What follows belongs to an exercise in optimizing a design on an open flow for small area; a production flow would make more cautious choices. In this exercise RTL edits were held to simulation tests only and were not proved equivalent to the original.

==> build 83 <==
Design n2t_timing_engine, start of the top module:
module n2t_timing_engine (
    input  wire        clk,
    input  wire        rst,
    input  wire [63:0] tick,
    input  wire [1:0]  btn_in,
    input  wire        in_data,
    input  wire        cmd_valid,
    input  wire [31:0] cmd,
    output wire [1:0]  clk_out,
    output wire [3:0]  out_data,
    output wire [3:0]  out_enable,
    output wire        in_load,
    output wire        in_shift,
    output wire        in_clock,
    output wire [1:0]  btn_state,
    output wire [1:0]  btn_changed,
    output wire [1:0]  clk_mode,
    output wire [15:0] clk_freq0,
    output wire [15:0] clk_freq1,
    output wire [3:0]  out_reversed,
    output wire [15:0] in_word,
    output wire [15:0] in_word_mirrored,
    output wire        in_changed,
    output wire [7:0]  cur_prog,
    output wire [1:0]  seq_mode,
    output reg         cmd_ok
);
export LEC_CHECK = 0
export ABC_AREA = 1
export CAP_MARGIN = 20
export CORE_MARGIN = 2
export CORE_UTILIZATION = 40
export SLEW_MARGIN = 20
create_clock -name core_clock -period 70.0 [get_ports {clk}]
run.sh (not shown) runs the stock make flow with config.mk's settings and CLKGATE_MAP_FILE= SYNTH_SCRIPT=/design/flow/synth_recipe.tcl, a recipe that flattens the netlist after the stock synthesis.
==> inputs of trial 42, as changes to build 83 <==
--- a/flow/design.v
+++ b/flow/design.v
@@ -55,105 +55,65 @@
             end else begin : g_ha
                 assign s[i]   = a[i] ^ c[i];
                 assign c[i+1] = a[i] & c[i];
             end
         end
     endgenerate
     assign co = c[W];
 endmodule
-module n2t_div (
-    input  wire [23:0] num,
-    input  wire [15:0] den,
-    output wire [23:0] q
-);
-    wire [16*25-1:0] R;
-    assign R[16*24 +: 16] = 16'd0;
-    genvar i;
-    generate
-        for (i = 0; i < 24; i = i + 1) begin : st
-            localparam integer W  = (24 - i) < 17 ? (24 - i) : 17;
-            localparam integer RW = W < 16 ? W : 16;
-            wire [W-1:0] a;
-            wire [W-1:0] d;
-            wire         hi;
-            if (W == 1) begin : g_a1
-                assign a = num[i];
-            end else begin : g_an
-                assign a = {R[16*(i+1) +: W-1], num[i]};
-            end
-            if (W == 17) begin : g_d17
-                assign d  = {1'b0, den};
-                assign hi = 1'b0;
-            end else if (W == 16) begin : g_d16
-                assign d  = den;
-                assign hi = 1'b0;
-            end else begin : g_dn
-                assign d  = den[W-1:0];
-                assign hi = |den[15:W];
-            end
-            wire [W:0] t = {1'b0, a} - {1'b0, d};
-            assign q[i] = ~hi & ~t[W];
-            wire [RW-1:0] r = q[i] ? t[RW-1:0] : a[RW-1:0];
-            if (RW == 16) begin : g_r16
-                assign R[16*i +: 16] = r;
-            end else begin : g_rn
-                assign R[16*i +: 16] = {{(16-RW){1'b0}}, r};
-            end
-        end
-    endgenerate
-endmodule
 module n2t_button #(
     parameter [63:0] INTERVAL = 64'd200
 ) (
     input  wire        clk,
     input  wire        rst,
     input  wire [63:0] now,
     input  wire [1:0]  pin,
     output reg  [1:0]  state,
     output reg  [1:0]  changed,
     output reg  [1:0]  state_n,
     output reg  [1:0]  changed_n
 );
-    reg [1:0]  last;
-    reg [2:0]  run0, run1;
+    reg [7:0]  sreg0, sreg1;
     reg [63:0] next_tick;
     wire        sample;
     wire [63:0] next_tick_inc;
     wire        co_unused;
     n2t_gt  #(.W(64))          u_gt  (.a(now), .b(next_tick), .gt(sample));
     n2t_add #(.W(64), .WB(8))  u_add (.a(next_tick), .b(INTERVAL[7:0]),
                                       .s(next_tick_inc), .co(co_unused));
-    wire [1:0] full = {run1 == 3'd7, run0 == 3'd7};
-    wire [1:0] same = ~(pin ^ last);
+    wire [7:0] sreg0_n = {sreg0[6:0], pin[0]};
+    wire [7:0] sreg1_n = {sreg1[6:0], pin[1]};
     always @* begin
         state_n   = state;
         changed_n = 2'b00;
         if (sample) begin
-            if (same[0] && full[0] && pin[0] != state[0]) begin
-                state_n[0] = pin[0]; changed_n[0] = 1'b1;
+            if (sreg0_n == 8'hFF && !state[0]) begin
+                state_n[0] = 1'b1; changed_n[0] = 1'b1;
+            end else if (sreg0_n == 8'h00 && state[0]) begin
+                state_n[0] = 1'b0; changed_n[0] = 1'b1;
             end
-            if (same[1] && full[1] && pin[1] != state[1]) begin
-                state_n[1] = pin[1]; changed_n[1] = 1'b1;
+            if (sreg1_n == 8'hFF && !state[1]) begin
+                state_n[1] = 1'b1; changed_n[1] = 1'b1;
+            end else if (sreg1_n == 8'h00 && state[1]) begin
+                state_n[1] = 1'b0; changed_n[1] = 1'b1;
             end
         end
     end
     always @(posedge clk) begin
         if (rst) begin
-            last      <= 2'b00;
-            run0      <= 3'd7;
-            run1      <= 3'd7;
+            sreg0     <= 8'h00;
+            sreg1     <= 8'h00;
             state     <= 2'b00;
             changed   <= 2'b00;
             next_tick <= now;
         end else begin
             if (sample) begin
-                last      <= pin;
-                run0      <= !same[0] ? 3'd1 : full[0] ? 3'd7 : run0 + 3'd1;
-                run1      <= !same[1] ? 3'd1 : full[1] ? 3'd7 : run1 + 3'd1;
+                sreg0     <= sreg0_n;
+                sreg1     <= sreg1_n;
                 next_tick <= next_tick_inc;
             end
             state   <= state_n;
             changed <= changed_n;
         end
     end
 endmodule
 module n2t_out_channel (
@@ -166,57 +126,62 @@
     input  wire [15:0] cmd_value,
     output reg         data_pin,
     output reg         enable_pin,
     output reg         reverse
 );
     localparam [1:0] ST_IDLE = 2'd0, ST_PAUSE = 2'd1, ST_DATASET = 2'd2, ST_ENABLESET = 2'd3;
     reg [1:0]  st;
     reg [15:0] data;
-    reg [4:0]  slot_n;    
+    reg [4:0]  bit_cnt;
+    reg        last;
     reg [4:0]  wait_n;    
-    wire [3:0] slot = slot_n[4] ? 4'd15 : slot_n[3:0];
-    wire [3:0] k    = slot ^ {4{reverse}};
+    wire [3:0] slot = last ? 4'd15 : bit_cnt[3:0];
+    wire [3:0] k    = reverse ? (4'd15 - slot) : slot;
     wire       due  = dsat >= wait_n;
     always @(posedge clk) begin
         if (rst) begin
             st         <= ST_IDLE;
             data       <= 16'h0000;
-            slot_n     <= 5'd0;
+            bit_cnt    <= 5'd0;
             reverse    <= 1'b0;
+            last       <= 1'b0;
             data_pin   <= 1'b0;
             enable_pin <= 1'b0;
         end else if (cmd_set || cmd_rev) begin
             if (cmd_set) data <= cmd_value;
             if (cmd_rev) reverse <= ~reverse;
-            slot_n  <= 5'd0;
+            bit_cnt <= 5'd0;
+            last    <= 1'b0;
             st      <= ST_PAUSE;
             wait_n  <= 5'd1;
         end else if (st != ST_IDLE) begin
             if (!due) begin
                 wait_n <= wait_n - dsat;
             end else begin
                 wait_n <= wrap ? 5'd0 : 5'd21;
                 case (st)
                     ST_PAUSE: begin
                         data_pin <= data[k];
-                        if (!slot_n[4]) slot_n <= slot_n + 5'd1;
+                        if (!last) bit_cnt <= bit_cnt + 5'd1;
                         st <= ST_DATASET;
                     end
                     ST_DATASET: begin
                         enable_pin <= 1'b1;
                         st <= ST_ENABLESET;
                     end
                     default: begin   
                         enable_pin <= 1'b0;
-                        if (slot_n[4] && slot_n[0]) begin
-                            st <= ST_IDLE;
-                        end else begin
-                            if (slot_n[4]) slot_n <= 5'd17;
+                        if (bit_cnt < 5'd16) begin
                             st <= ST_PAUSE;
+                        end else if (!last) begin
+                            last <= 1'b1;
+                            st   <= ST_PAUSE;
+                        end else begin
+                            st <= ST_IDLE;
                         end
                     end
                 endcase
             end
         end
     end
 endmodule
 module n2t_in_channel (
@@ -338,18 +303,17 @@
                             .seq0(sel_s0_unused), .seq1(sel_s1_unused), .cnum(sel_cnum));
     wire [2:0]  prog_n = cmd_psel ? cmd_imm[2:0] : prog;
     wire [4:0]  act_len;
     wire [15:0] act_seq0, act_seq1;
     n2t_prog_rom u_rom_act (.index(prog_n), .len(act_len),
                             .seq0(act_seq0), .seq1(act_seq1), .cnum(act_cnum_unused));
     wire [23:0] div_num = cmd_op[2] ? (cmd_op[0] ? cur_cnum : 24'd5000000) : sel_cnum;
     wire [15:0] div_den = cmd_op[2] ? cmd_imm : seq_freq;
-    wire [23:0] new_tps;
-    n2t_div u_div (.num(div_num), .den(div_den), .q(new_tps));
+    wire [23:0] new_tps = div_num / div_den;
     wire        sync   = (cmd_csync || cmd_csynco) && prog == 3'd0;
     wire        synco  = cmd_csynco && prog == 3'd0;
     wire [63:0] clk_next0, clk_next1, seq_next;
     wire [2:0]  co_unused;
     n2t_add #(.W(64), .WB(23)) u_add0 (.a(clk_base0), .b(clk_tps0 & {23{clk_pend0}}),
                                        .s(clk_next0), .co(co_unused[0]));
     wire [63:0] base1 = sync ? clk_next0 : clk_base1;
     wire [22:0] add1  = synco ? clk_tps0 : sync ? 23'd0 : (clk_tps1 & {23{clk_pend1}});
==> impl_metrics.csv <==
group,metric,value,unit
layout,multi_input_area_share,0.528,
synth,syn_area_per_cell,7.15,um2
outcome,status,"timing/DRC/antenna clean",
clock_network,cts.sinks,647,
synth,yosys.area_share.adder,0.174,
global_routing,first_global_vias,41800,
hold_path,worstHoldEndpoint,"g_out[2].u_out.enable_pin",
hold_path,min-delay-start,"g_out[2].u_out.enable_pin",
worst_setup_path,reg2reg_depth,431,
synth,synth-simple-area-share,0.188,
That was trial 42.
==> impl_metrics.csv <==
group,metric,value,unit
synth,yosys.area_share.adder,0.183,
worst_setup_path,reg2reg_depth,364,
global_routing,first_global_vias,40800,
synth,syn_area_per_cell,7.31,um2
hold_path,worstHoldEndpoint,"u_in.clock_pin",
hold_path,min-delay-start,"u_in.clock_pin",
outcome,status,"timing/DRC/antenna clean",
synth,synth-simple-area-share,0.164,
clock_network,cts.sinks,637,
layout,final_cell_mix,"nand2_1, inv_1, o21ai_0",
That was build 83.

==> static timing again, ports no longer ideal <==
The flow's constraints put no driver on any port. The routed layouts listed below were extracted and timed again, unchanged, in two steps. Step 1: set_driving_cell puts a clkbuf_16 on clk and a buf_2 on each other input, an assumption about the parent block. Step 2 moves the port delays by t, midway between the first and last clock arrival at a register: inputs arrive t later, outputs are due t later. That takes back most of the time a late clock gives input paths. Slacks: no drivers / after step 1 / after step 2; pairs: no drivers / after step 1.
run | t (ns) | slack for setup (ns) | hold slack, ns | worst data-port slew with drivers (ns)
build 83 | 0.726 | 4.907 / 4.932 / 4.206 | 0.446 / 0.446 / 0.446 | 0.14
trial 42 | 0.715 | 3.444 / 3.468 / 2.753 | 0.442 / 0.442 / 0.442 | 0.15
After both steps setup and hold are still met in every run listed. For build 83, which loses most, drivers alone change the setup slack by +0.025 ns; drivers and shift together by -0.701 ns.
